What follows belongs to an exercise in optimizing a design on an open flow for small area, a short achievable clock period and few clock cycles per item; a production flow would make more cautious choices.
Function was checked by simulation only, so behaviour that the tests miss may differ from the original.

## v22
// wavegen
module wavegen (
  input  wire        clk,
  input  wire        rst,
  input  wire        cmd_valid,
  output wire        cmd_ready,
  input  wire [7:0]  cmd_op,
  input  wire [63:0] cmd_arg,
  output reg         resp_valid,
  output wire [7:0]  resp_status,
  output wire [63:0] resp_data,
  output reg         smp_valid,
  output reg  [7:0]  smp_data,
  output reg  [2:0]  smp_lanes
);
  localparam [31:0] SAMPLE_RATE  = 32'd150000000;
  localparam [43:0] D            = 44'd9830400000000;    
  localparam [54:0] HALF_D       = 55'd4915200000000;    
  localparam [42:0] RESET_FREQ   = 43'd65536000000;      
  localparam [43:0] RESET_PERIOD = 44'd150;
  localparam [7:0] OP_SET_FREQ  = 8'h01;
  localparam [7:0] OP_SET_WAVE  = 8'h02;
  localparam [7:0] OP_SET_CHAN  = 8'h03;
  localparam [7:0] OP_SET_PACK  = 8'h04;
  localparam [7:0] OP_SHUTDOWN  = 8'h05;
  localparam [7:0] OP_RD_REG    = 8'h06;
  localparam [7:0] OP_SUPPLY    = 8'h10;
  localparam [7:0] OP_DEVERR    = 8'h11;
  localparam [7:0] OP_SET_INDEX = 8'h12;
  localparam [2:0] ST_OK      = 3'd0;
  localparam [2:0] ST_RANGE   = 3'd1;
  localparam [2:0] ST_ILLEGAL = 3'd3;
  localparam [2:0] ST_STOPPED = 3'd4;
  localparam [2:0] ST_BADLEN  = 3'd5;
  localparam I_IDLE  = 0;     
  localparam I_DEC   = 1;     
  localparam I_PDIV  = 2;     
  localparam I_PDONE = 3;
  localparam I_RDIV  = 4;     
  localparam I_MLOAD = 5;
  localparam I_DISP  = 6;     
  localparam I_HZ    = 7;     
  localparam I_HDBL  = 8;     
  localparam I_HADD  = 9;     
  localparam I_HDONE = 10;
  localparam I_STRM  = 11;    
  localparam NS      = 12;
  reg [42:0] freq;
  reg [43:0] period;
  reg [1:0]  wave;
  reg [1:0]  chan;
  reg        pack;
  reg [63:0] sidx;
  reg        run;
  reg [1:0]  stop_cause;
  reg        act_bank;
  reg [43:0] m;            
  reg [13:0] q;            
  reg [43:0] R;            
  reg [12:0] A;            
  reg [43:0] B;            
  reg [43:0] Bm;           
  reg        need_r, need_ab, need_q, wrap_pend;
  reg [NS-1:0] ost;
  reg [NS-1:0] nst;
  reg          nhq;
  reg        r_sh, r_div, r_pdiv, r_sB, r_sK, r_sKs, r_dbl;
  reg [7:0]  op;
  reg [63:0] X;            
  reg [2:0]  st;
  reg [6:0]  cnt;
  reg        hq;           
  reg [12:0] nleft;
  assign cmd_ready   = ost[I_IDLE];
  assign resp_status = {5'd0, st};
  assign resp_data   = X;
  ...
Size in the first run: ~4,700 cells after synthesis, ~520 flip-flops, ~160 I/O pins.
Settings: LEC_CHECK=0, CAP_MARGIN=20, CORE_MARGIN=2, CORE_UTILIZATION=60, CTS_CLUSTER_DIAMETER=120, CTS_CLUSTER_SIZE=22, SLEW_MARGIN=20, SYNTH_MEMORY_MAX_BITS=65536; clock period 12.0 ns.
standard.sh (not shown) runs the stock make flow with config.mk's settings and CLKGATE_MAP_FILE= SYNTH_SCRIPT=/design/flow/synth_recipe.tcl, a recipe that flattens the netlist after the stock synthesis.
==> flow/flow/run.sh <==
#!/bin/bash
set -euo pipefail
bash standard.sh SETUP_SLACK_MARGIN=8 \
  "BUFFER_PORTS_ARGS=-buffer_cell sky130_fd_sc_hd__buf_2" \
  finish > make_finish.log 2>&1
Testbench counts of v22, summed over its fixed seeds: cycles 146,743, samples 141,802.
Relative to v22, the following input files were edited for v7:
--- a/flow/design.v
+++ b/flow/design.v
@@ -1,14 +1,15 @@
 module wg_add #(parameter W = 46) (
   input  wire [W-1:0] a,
   input  wire [W-1:0] b,
   input  wire         cin,
-  output wire [W-1:0] sum
+  output wire [W-1:0] sum,
+  output wire [W-1:0] cout      
 );
   localparam L = (W > 32) ? 6 : (W > 16) ? 5 : (W > 8) ? 4 : 3;
   wire [W-1:0] p0 = a ^ b;
   wire [W-1:0] gg [0:L];
   wire [W-1:0] pp [0:L];
   assign gg[0] = {a[W-1:1] & b[W-1:1], (a[0] & b[0]) | (p0[0] & cin)};
   assign pp[0] = p0;
   genvar k, i;
   generate
@@ -18,32 +19,66 @@
           assign gg[k+1][i] = gg[k][i] | (pp[k][i] & gg[k][i-(1<<k)]);
           assign pp[k+1][i] = pp[k][i] & pp[k][i-(1<<k)];
         end else begin : pass
           assign gg[k+1][i] = gg[k][i];
           assign pp[k+1][i] = pp[k][i];
         end
       end
     end
   endgenerate
-  assign sum = p0 ^ {gg[L][W-2:0], cin};
+  assign sum  = p0 ^ {gg[L][W-2:0], cin};
+  assign cout = gg[L];
+endmodule
+module wg_addc #(parameter W = 23) (
+  input  wire [W-1:0] a,
+  input  wire [W-1:0] b,
+  input  wire         cin,
+  output wire [W-1:0] sum
+);
+  localparam L = (W > 32) ? 6 : (W > 16) ? 5 : (W > 8) ? 4 : 3;
+  wire [W-1:0] p0 = a ^ b;
+  wire [W-1:0] gg [0:L];
+  wire [W-1:0] pp [0:L];
+  assign gg[0] = a & b;
+  assign pp[0] = p0;
+  genvar k, i;
+  generate
+    for (k = 0; k < L; k = k + 1) begin : lvl
+      for (i = 0; i < W; i = i + 1) begin : bt
+        if (i >= (1 << k)) begin : op
+          assign gg[k+1][i] = gg[k][i] | (pp[k][i] & gg[k][i-(1<<k)]);
+          assign pp[k+1][i] = pp[k][i] & pp[k][i-(1<<k)];
+        end else begin : pass
+          assign gg[k+1][i] = gg[k][i];
+          assign pp[k+1][i] = pp[k][i];
+        end
+      end
+    end
+  endgenerate
+  wire [W-1:0] c = {gg[L][W-2:0] | (pp[L][W-2:0] & {(W-1){cin}}), cin};
+  assign sum = p0 ^ c;
 endmodule
 module wg_divu (
   input  wire [44:0] opa,
   input  wire [45:0] s2,
   input  wire        cin,
-  input  wire [45:0] t2,
+  input  wire [45:23] t2,
   input  wire        div,
   output wire [45:0] s,
   output wire [45:0] t,
   output wire        keep
 );
-  wg_add #(.W(46)) u_s (.a({1'b0, opa}), .b(s2), .cin(cin),  .sum(s));
-  wg_add #(.W(46)) u_t (.a({1'b0, opa}), .b(t2), .cin(1'b0), .sum(t));
+  wire [45:0] a = {1'b0, opa};
+  wire [45:0] s_co;
+  wg_add #(.W(46)) u_s (.a(a), .b(s2), .cin(cin), .sum(s), .cout(s_co));
+  wire [45:23] t_hi;
+  wg_addc #(.W(23)) u_t (.a(a[45:23]), .b(t2), .cin(s_co[22]), .sum(t_hi));
+  assign t = {t_hi, s[22:0]};
   assign keep = div ? ~s[45] : ~t[45];
 endmodule
 module wg_sine_quarter (
   input  wire [11:0] q,
   output reg  [6:0]  v
 );
   always @* begin
     case (q)
       12'd0: v = 7'd0;
@@ -2605,19 +2640,19 @@
   reg [63:0] sidx;
   reg        run;
   reg [1:0]  stop_cause;
   reg        act_bank;
   reg [43:0] m;            
   reg [13:0] q;            
   reg [43:0] R;            
   reg [12:0] A;            
   reg [43:0] B;            
-  reg [43:0] Bm;           
+  reg [43:23] Bm;          
   reg        need_r, need_ab, need_q, wrap_pend;
   reg [NS-1:0] ost;
   reg [NS-1:0] nst;
   reg          nhq;
   reg        r_sh, r_div, r_pdiv, r_sB, r_sK, r_sKs, r_dbl;
   reg [7:0]  op;
   reg [63:0] X;            
   reg [2:0]  st;
   reg [6:0]  cnt;
@@ -2629,20 +2664,20 @@
   wire [2:0] lanes = pack ? 3'b111 : (3'b001 << chan);
   wire [13:0] k_const  = r_sKs ? 14'd10000 : 14'd510;
   wire [45:0] k_minus_d = r_sKs ? (46'd10000 - {2'd0, D}) : (46'd510 - {2'd0, D});
   localparam [45:0] ND  = 46'd0 - {2'd0, D};
   wire [44:0] opa = r_sh ? {R, r_div & X[63]} : {1'b0, R};
   wire [45:0] s2  = r_sB  ? {2'd0, B} :
                     r_sK  ? {32'd0, k_const} :
                     r_div ? ~{2'd0, (r_pdiv ? {1'b0, freq} : period)} :
                             46'd0;
-  wire [45:0] t2  = r_sB  ? {2'b11, Bm} :
-                    r_sK  ? k_minus_d : ND;
+  wire [45:23] t2 = r_sB  ? {2'b11, Bm} :
+                    r_sK  ? k_minus_d[45:23] : ND[45:23];
   wire [45:0] as_s, as_t;
   wire        keep;
   wg_divu u_step (.opa(opa), .s2(s2), .cin(r_div), .t2(t2), .div(r_div),
                   .s(as_s), .t(as_t), .keep(keep));
   wire [43:0] r_div_n = keep ? as_s[43:0] : opa[43:0];
   wire [43:0] r_mod   = keep ? as_t[43:0] : as_s[43:0];
   wire [13:0] qa  = r_dbl ? {q[12:0], 1'b0} : q;
   wire [13:0] qb  = r_sB ? {1'b0, A} : 14'd0;
   wire [13:0] qs0 = qa + qb;
@@ -2893,19 +2928,19 @@
     if (ost[I_HADD]) begin
       q   <= q_mod;
       R   <= r_mod;
       X   <= X_sh;
       cnt <= cnt - 7'd1;
     end
     if (ost[I_HDONE] && !hq) begin
       A  <= q[12:0];
       B  <= R;
-      Bm <= as_t[43:0];      
+      Bm <= as_t[43:23];     
     end
     if (ost[I_STRM]) begin
       if (wrap) begin
         m <= 44'd0;
         q <= 14'd0;
         R <= 44'd0;
       end else begin
         m <= m_inc;
         q <= q_mod;
--- outcome ---
- Clock sink count: v7 lower than v22
- When the final numbers for v7 and v22 were put side by side, the share of the yosys chip area belonging to registers turned out to be greater in v22.
- v22 → v7: total wirelength of the detailed-routed design decreased 0.82%; full die area decreased about 3%.
- The area overhead of the layout relative to synthesis in v7 was lower than what v22 gave.
- Compared with v22, placement density in the core of v7 is lower.
- Final cycle utilization of the critical path up 2.7 points in v7 wrt v22
- Going from v22 to v7, non-filler instance count after layout moved down, number of CTS-inserted buffers decreased 1, number of synthesized flops with an enable pin fell by 23, post-synthesis simple-gate area fraction moved down.
- v7 vs. v22: stage delay of the slowest cell on the critical path -0.03 ns; number of cells produced by synthesis decreased 156; sequential cell count -23.
Testbench counts of v7, summed over its fixed seeds: cycles 146,743, samples 141,802.

afterwards: timing with drivers on the ports:
The results above use ideal ports. As a check the final layouts listed here were re-extracted and re-timed, cells and wires unchanged.
Step 1, drivers: a clkbuf_16 drives clk and a buf_2 each remaining input, both assumed.
Step 2 adds t to the input delays and takes it off the output delays; t is the mean of the earliest and latest rising clock arrival at the registers after step 1. Input paths then give back, and output paths get back, about the clock's delay inside the block.
Three values: ideal ports, drivers, drivers and shift; two values: the first two.
run | t, ns | setup WS [ns] | worst data-port slew with drivers (ns)
v22 | 0.701 | 7.923 / 7.868 / 7.421 | 0.07
v7 | 0.686 | 7.599 / 7.599 / 7.584 | 0.07
After both steps setup and hold are still met in every run listed. The setup slack of v22, which loses most, moves by -0.055 ns with the drivers and by -0.502 ns with both steps.
